This design comes from an exercise in tuning for small area on the open sky130 flow, not from production work. Only simulation tests tie the RTL to the original design; equivalence was not proved. Power is estimated from default activity; no workload was simulated.

// mbus_phy
module mbus_phy (
    input  wire        clk,
    input  wire        rst,            
    input  wire        tick,           
    input  wire        line_in,        
    input  wire [15:0] cfg_min_zero,
    input  wire [15:0] cfg_max_zero,
    input  wire [15:0] cfg_min_one,
    input  wire [15:0] cfg_max_one,
    input  wire [15:0] cfg_bit_timeout,
    input  wire [15:0] cfg_ifs,
    input  wire [15:0] cfg_tx_zero_low,
    input  wire [15:0] cfg_tx_one_low,
    input  wire [15:0] cfg_tx_zero_high,
    input  wire [15:0] cfg_tx_one_high,
    input  wire [4:0]  raw_addr,
    output reg  [7:0]  raw_data,
    output reg         rx_ready,
    output wire        rx_busy,
    input  wire        rx_clear,       
    output reg         err_framing,
    output reg         err_overflow,
    output reg         err_overrun,
    input  wire        out_we,
    input  wire [4:0]  out_addr,
    input  wire [7:0]  out_wdata,
    input  wire        tx_start,       
    output reg         tx_active,
    output reg         line_drive
);
    localparam [1:0] RX_WAIT = 2'd0, RX_LOW = 2'd1, RX_HIGH = 2'd2;
    localparam [1:0] DROP_NONE = 2'd0, DROP_BUSY = 2'd1, DROP_OVERFLOW = 2'd2;
  ...
Size: ~1500 cells after synthesis, roughly 370 flip-flops, about 200 I/O pins, roughly 17000 sq um of cells after synthesis.
export LEC_CHECK = 0
export CAP_MARGIN = 20
export CORE_MARGIN = 2
export CORE_UTILIZATION = 40
export PLACE_DENSITY = 0.6
export SLEW_MARGIN = 20
create_clock -name core_clock -period 10.0 [get_ports {clk}]
standard.sh (not shown) runs the stock make flow with config.mk's settings and CLKGATE_MAP_FILE= SYNTH_SCRIPT=/design/flow/synth_recipe.tcl, a recipe that flattens the netlist after the stock synthesis.
==> flow/flow/run.sh <==
#!/bin/bash
# Layout flow: the standard ORFS flow, with two changes to synthesis only:
#  - the combinational logic is mapped by ABC with an area-oriented script
#    (flow/area.abc) instead of ORFS's script and its delay target;
#  - Yosys's full-adder extraction is skipped, so that adder-like logic is
#    left to ABC.
# Registers, their names and cell types are those of the standard synthesis.
# Layout: port buffers are the smallest buffer cell, and clock-tree synthesis
# uses clkbuf_8 clusters of at most 15 sinks and no dummy loads.
set -euo pipefail
export BUFFER_PORTS_ARGS="-buffer_cell sky130_fd_sc_hd__buf_1"
export CTS_ARGS="-sink_clustering_enable -repair_clock_nets -dont_use_dummy_load -buf_list {sky130_fd_sc_hd__clkbuf_8} -root_buf sky130_fd_sc_hd__clkbuf_8 -sink_clustering_size 15 -sink_clustering_max_diameter 60"
WORK=$(pwd)
orig=$(grep -o 'SYNTH_SCRIPT=[^ ]*' standard.sh | head -1 | cut -d= -f2- | tr -d "'\"")
cat > "$WORK/flow_synth.tcl" <<EOT
proc extract_fa {args} { puts "flow: extract_fa skipped" }
proc abc {args} {
  set i [lsearch \$args -script]
  lset args [expr {\$i + 1}] $WORK/flow/area.abc
  set d [lsearch \$args -D]
  if {\$d >= 0} { set args [lreplace \$args \$d [expr {\$d + 1}]] }
  puts "flow: abc \$args"
  yosys abc {*}\$args
}
source $orig
EOT
sed "s#SYNTH_SCRIPT=[^ ]*#SYNTH_SCRIPT=$WORK/flow_synth.tcl#" standard.sh > flow_standard.sh
bash flow_standard.sh finish > "$WORK/flow_make.log" 2>&1
==> flow/flow/area.abc <==
strash
&get -n
&fraig -x
&put
scorr
dc2
dretime
strash
&get -n
&dch -f
&nf -R 1000
&put
strash
dch -f
&get -n
&nf -R 1000
&put
The starting point finished with timing, DRC and antenna clean.
Change:
--- a/flow/flow/run.sh
+++ b/flow/flow/run.sh
@@ -8,2 +7,0 @@
-# Layout: port buffers are the smallest buffer cell, and clock-tree synthesis
-# uses clkbuf_8 clusters of at most 15 sinks and no dummy loads.
@@ -11,2 +8,0 @@
-export BUFFER_PORTS_ARGS="-buffer_cell sky130_fd_sc_hd__buf_1"
-export CTS_ARGS="-sink_clustering_enable -repair_clock_nets -dont_use_dummy_load -buf_list {sky130_fd_sc_hd__clkbuf_8} -root_buf sky130_fd_sc_hd__clkbuf_8 -sink_clustering_size 15 -sink_clustering_max_diameter 60"
Result:
- design area rises by roughly a tenth
- critical path depth is unchanged
- clock power rises by well over a third
- worst hold slack got worse by 0.0042 ns
- clock skew falls by 0.049 ns


Setup of the reference run:
Another version of the RTL of mbus_phy (not shown whole).
Size in the first run: roughly 1500 cells after synthesis, about 370 flip-flops, ~200 I/O pins, ~17000 um2 of cells after synthesis.
## mbus_phy
module mbus_phy (
    input  wire        clk,
    input  wire        rst,            
    input  wire        tick,           
    input  wire        line_in,        
    input  wire [15:0] cfg_min_zero,
    input  wire [15:0] cfg_max_zero,
    input  wire [15:0] cfg_min_one,
    input  wire [15:0] cfg_max_one,
    input  wire [15:0] cfg_bit_timeout,
    input  wire [15:0] cfg_ifs,
    input  wire [15:0] cfg_tx_zero_low,
    input  wire [15:0] cfg_tx_one_low,
    input  wire [15:0] cfg_tx_zero_high,
    input  wire [15:0] cfg_tx_one_high,
    input  wire [4:0]  raw_addr,
    output reg  [7:0]  raw_data,
    output reg         rx_ready,
    output wire        rx_busy,
    input  wire        rx_clear,       
    output reg         err_framing,
    output reg         err_overflow,
    output reg         err_overrun,
    input  wire        out_we,
    input  wire [4:0]  out_addr,
    input  wire [7:0]  out_wdata,
    input  wire        tx_start,       
    output reg         tx_active,
    output reg         line_drive
);
Settings: LEC_CHECK=0, CAP_MARGIN=0, CORE_MARGIN=2, CORE_UTILIZATION=65, PLACE_DENSITY=0.75, SLEW_MARGIN=0; clock period 10.0 ns.
==> flow/flow/run.sh <==
#!/bin/bash
# Layout flow: the standard ORFS flow, with two changes to synthesis only:
#  - the combinational logic is mapped by ABC with an area-oriented script
#    (flow/area.abc) instead of ORFS's script and its delay target;
#  - Yosys's full-adder extraction is skipped, so that adder-like logic is
#    left to ABC.
# Registers, their names and cell types are those of the standard synthesis.
# Layout: port buffers are the smallest buffer cell, and clock-tree synthesis
# uses clkbuf_8 clusters of at most 15 sinks and no dummy loads.
set -euo pipefail
export BUFFER_PORTS_ARGS="-buffer_cell sky130_fd_sc_hd__buf_1"
export CTS_ARGS="-sink_clustering_enable -repair_clock_nets -dont_use_dummy_load -buf_list {sky130_fd_sc_hd__clkbuf_8} -root_buf sky130_fd_sc_hd__clkbuf_8 -sink_clustering_size 15 -sink_clustering_max_diameter 60"
WORK=$(pwd)
orig=$(grep -o 'SYNTH_SCRIPT=[^ ]*' standard.sh | head -1 | cut -d= -f2- | tr -d "'\"")
cat > "$WORK/flow_synth.tcl" <<EOT
proc extract_fa {args} { puts "flow: extract_fa skipped" }
proc abc {args} {
  set i [lsearch \$args -script]
  lset args [expr {\$i + 1}] $WORK/flow/area.abc
  set d [lsearch \$args -D]
  if {\$d >= 0} { set args [lreplace \$args \$d [expr {\$d + 1}]] }
  puts "flow: abc \$args"
  yosys abc {*}\$args
}
source $orig
EOT
sed "s#SYNTH_SCRIPT=[^ ]*#SYNTH_SCRIPT=$WORK/flow_synth.tcl#" standard.sh > flow_standard.sh
bash flow_standard.sh finish > "$WORK/flow_make.log" 2>&1
Scripts as last shown in full above: flow/flow/area.abc
The inputs of the trial run differ from those of the reference run as listed below.
--- a/flow/flow/run.sh
+++ b/flow/flow/run.sh
@@ -8,6 +8,6 @@
 # Layout: port buffers are the smallest buffer cell, and clock-tree synthesis
-# uses clkbuf_8 clusters of at most 15 sinks and no dummy loads.
+# uses clkbuf_8 clusters of at most 18 sinks and no dummy loads.
 set -euo pipefail
 export BUFFER_PORTS_ARGS="-buffer_cell sky130_fd_sc_hd__buf_1"
-export CTS_ARGS="-sink_clustering_enable -repair_clock_nets -dont_use_dummy_load -buf_list {sky130_fd_sc_hd__clkbuf_8} -root_buf sky130_fd_sc_hd__clkbuf_8 -sink_clustering_size 15 -sink_clustering_max_diameter 60"
+export CTS_ARGS="-sink_clustering_enable -repair_clock_nets -dont_use_dummy_load -buf_list {sky130_fd_sc_hd__clkbuf_8} -root_buf sky130_fd_sc_hd__clkbuf_8 -sink_clustering_size 18 -sink_clustering_max_diameter 60"
 WORK=$(pwd)
Results
- For cell count, the trial run and the reference run come out practically identical.
- Comparing the trial run and the reference run, the higher wire length per cell after detailed routing was measured on the trial run.
- For worst hold slack, the reference run and the trial run come out practically identical.
- Comparing clock share of power for the trial run and the reference run, the smaller number came from the trial run.
- [compare] base=the reference run new=the trial run: finished layout cell area flat, max-slew headroom at the worst pin down 0.28 points, final wirelength flat, I/O pin count flat, final cycle utilization of the critical path up 1.3 points.
- ~same share of total power in combinational logic in the trial run and the reference run
- Relative to the reference run, layout-stage area growth over the synthesis result decreased by 0.25 points in the trial run.

-- static timing again, ports no longer ideal --
Ports are ideal in the flow. The routed layouts listed here were re-timed in OpenROAD.
Step 1 sets driving cells, clkbuf_16 on the clock port and buf_2 on the other inputs (assumed; they add their load-dependent delay and slew).
Step 2 times the ports against the registers' clock, not the clock port: input delays grow and output delays shrink by t, the midpoint of the rising clock arrivals with the driver on.
Three values: no drivers, after step 1, after step 2; two values: the first two.
| run | t (ns) | setup slack, ns | hold WS [ns] | worst register clock-pin slew, ns | pins driven straight from the clock port |
|---|---|---|---|---|---|
| the first run of note 1 | 0.593 | 0.623 / 0.623 / 0.623 | 0.492 / 0.492 / 0.492 | 0.10 / 0.10 | 1 |
| the second run of note 1 | 0.593 | 0.593 / 0.593 / 0.593 | 0.487 / 0.487 / 0.487 | 0.07 / 0.07 | 1 |
| the reference run | 0.610 | 0.518 / 0.518 / 0.518 | 0.469 / 0.469 / 0.469 | 0.10 / 0.10 | 1 |
| the trial run | 0.617 | 0.391 / 0.391 / 0.391 | 0.470 / 0.470 / 0.470 | 0.12 / 0.12 | 1 |
After both steps every run listed still meets setup and hold.
